This design comes from an exercise in tuning for small area, a short achievable clock period and few clock cycles per item on the open sky130 flow, not from production work. The RTL was checked by simulation tests, not by an equivalence proof against the original design.

## edhe_pixel
module edhe_pixel (
    input  wire        clk,
    input  wire        rst,
    input  wire        in_valid,
    output wire        in_ready,
    input  wire        in_first,    
    input  wire        in_w16,      
    input  wire        in_noise,    
    input  wire [15:0] in_tl,       
    input  wire [15:0] in_tr,       
    input  wire [15:0] in_bl,       
    input  wire [15:0] in_br,       
    input  wire [7:0]  in_wx,
    input  wire [7:0]  in_wy,
    input  wire [31:0] in_err,      
    input  wire [12:0] in_u,        
    output reg         out_valid,
    input  wire        out_ready,
    output reg  [15:0] out_q,       
    output reg  [31:0] out_a        
);
    reg  go;             
    reg  rdy;            
    reg  skv;            
    wire adv = go;
    assign in_ready = rdy;
    reg        v1;
    reg        r1_first, r1_w16, r1_noise;
    reg [15:0] r1_tl, r1_tr, r1_bl, r1_br;
    reg [7:0]  r1_wx, r1_wy;
    reg [31:0] r1_err;
    reg [12:0] r1_u;
    always @(posedge clk) begin
        if (adv) begin
            r1_first <= in_first; r1_w16 <= in_w16; r1_noise <= in_noise;
            r1_tl <= in_tl; r1_tr <= in_tr; r1_bl <= in_bl; r1_br <= in_br;
            r1_wx <= in_wx; r1_wy <= in_wy; r1_err <= in_err; r1_u <= in_u;
        end
    end
    wire [23:0] top, bot;
    wire [31:0] v16r;
    edhe_lerp16 u_top (.a(r1_tl), .b(r1_tr), .w(r1_wx), .sum(top));
    edhe_lerp16 u_bot (.a(r1_bl), .b(r1_br), .w(r1_wx), .sum(bot));
    edhe_lerp24 u_v   (.a(top), .b(bot), .w(r1_wy), .sum(v16r));
    wire [23:0] v8raw = v16r[31:8];
    wire        clamp = !r1_w16 && ((|v8raw[23:16]) || ((&v8raw[15:8]) && (|v8raw[7:0])));
    wire [23:0] v8 = clamp ? 24'd65280 : v8raw;
    reg        v2;
    reg        r2_w16, r2_first, r2_noise;
    reg [23:0] r2_v8;
    reg [31:0] r2_err;
    reg [12:0] r2_u;
    always @(posedge clk) begin
        if (adv) begin
            r2_w16 <= r1_w16; r2_first <= r1_first; r2_noise <= r1_noise; r2_v8 <= v8;
  ...
Size: ~6500 cells after synthesis, roughly 370 flip-flops, ~180 I/O pins, about 55000 um2 of cells after synthesis.
==> flow/config.mk <==
export PLATFORM = sky130hd
export DESIGN_NAME = edhe_pixel
export DESIGN_NICKNAME = edhe_pixel
export VERILOG_FILES = /design/flow/design.v
export SDC_FILE = /design/flow/constraint.sdc
export NUM_CORES = 4
export LEC_CHECK = 0
export ABC_AREA = 1
export CAP_MARGIN = 10
export CORE_MARGIN = 2
export CORE_UTILIZATION = 60
export CTS_CLUSTER_DIAMETER = 160
export CTS_CLUSTER_SIZE = 24
export SLEW_MARGIN = 10
==> flow/constraint.sdc <==
create_clock -name core_clock -period 190.0 [get_ports {clk}]
set_input_delay 38.0000 -clock core_clock [delete_from_list [all_inputs] [get_ports {clk}]]
set_output_delay 38.0000 -clock core_clock [all_outputs]
set_load 0.01 [all_outputs]
standard.sh (not shown) runs the stock make flow with config.mk's settings and CLKGATE_MAP_FILE= SYNTH_SCRIPT=/design/flow/synth_recipe.tcl, a recipe that flattens the netlist after the stock synthesis.
==> flow/flow/run.sh <==
#!/bin/bash
# The standard layout (the standard.sh: the same synthesis script and steps), with two
# settings changed:
#  - SYNTH_ARGS=-noabc: Yosys's generic synth skips its early "abc -fast" pass, which breaks
#    the hand-written full-adder chains apart; the technology mapping with abc afterwards is
#    unchanged, and so are the registers, their names and their cell types.
#  - the buffers placed on the input and output ports are plain buf_1 cells instead of the
#    delay buffers ORFS picks by default. Every port still gets its buffer.
set -euo pipefail
bash standard.sh "SYNTH_ARGS=-noabc" "BUFFER_PORTS_ARGS=-buffer_cell sky130_fd_sc_hd__buf_1" finish > standard_flow.log 2>&1
The starting point produced a clean layout.
Testbench counts at the start, summed over its fixed seeds: cycles 24,032, items 24,000.
Edit:
Settings changed: CAP_MARGIN 10 to 20, CORE_UTILIZATION 60 to 70, CTS_CLUSTER_DIAMETER 160 to 150, CTS_CLUSTER_SIZE 24 to 30, SLEW_MARGIN 10 to 20.
Effect: Via count went up by about 2.4%; routed wire length went down by about 2.3%; clock skew went up by 0.011 ns; global-route usage went up by 4.0 points; core utilization went up by 11 points; final cell count went down by 2.0%; worst hold slack gains 0.0051 ns; setup slack loses 0.017 ns.

==> what the ideal ports hide <==
In the flow no input, the clock included, has a driving cell. The finished layouts below were timed again as built, in two steps. Step 1 sets driving cells, clkbuf_16 on the clock port and buf_2 on the other inputs (assumed; they add their load-dependent delay and slew). Step 2 times the ports against the registers' clock, not the clock port: input delays grow and output delays shrink by t, the midpoint of the rising clock arrivals with the driver on. Three values: no drivers, after step 1, after step 2; two values: the first two.
run | shift t [ns] | setup slack, ns | worst setup path after step 2 | latest minus earliest clock arrival (ns) | pins driven straight from the clock port
the first run | 0.653 | 150.885 / 150.813 / 150.742 | input to register | 0.025 / 0.025 | 1
the second run | 0.645 | 150.868 / 150.795 / 150.748 | input to register | 0.039 / 0.039 | 1
After both steps every run listed still meets setup and hold. The setup slack of the first run, which loses most, moves by -0.072 ns with the drivers and by -0.143 ns with both steps.
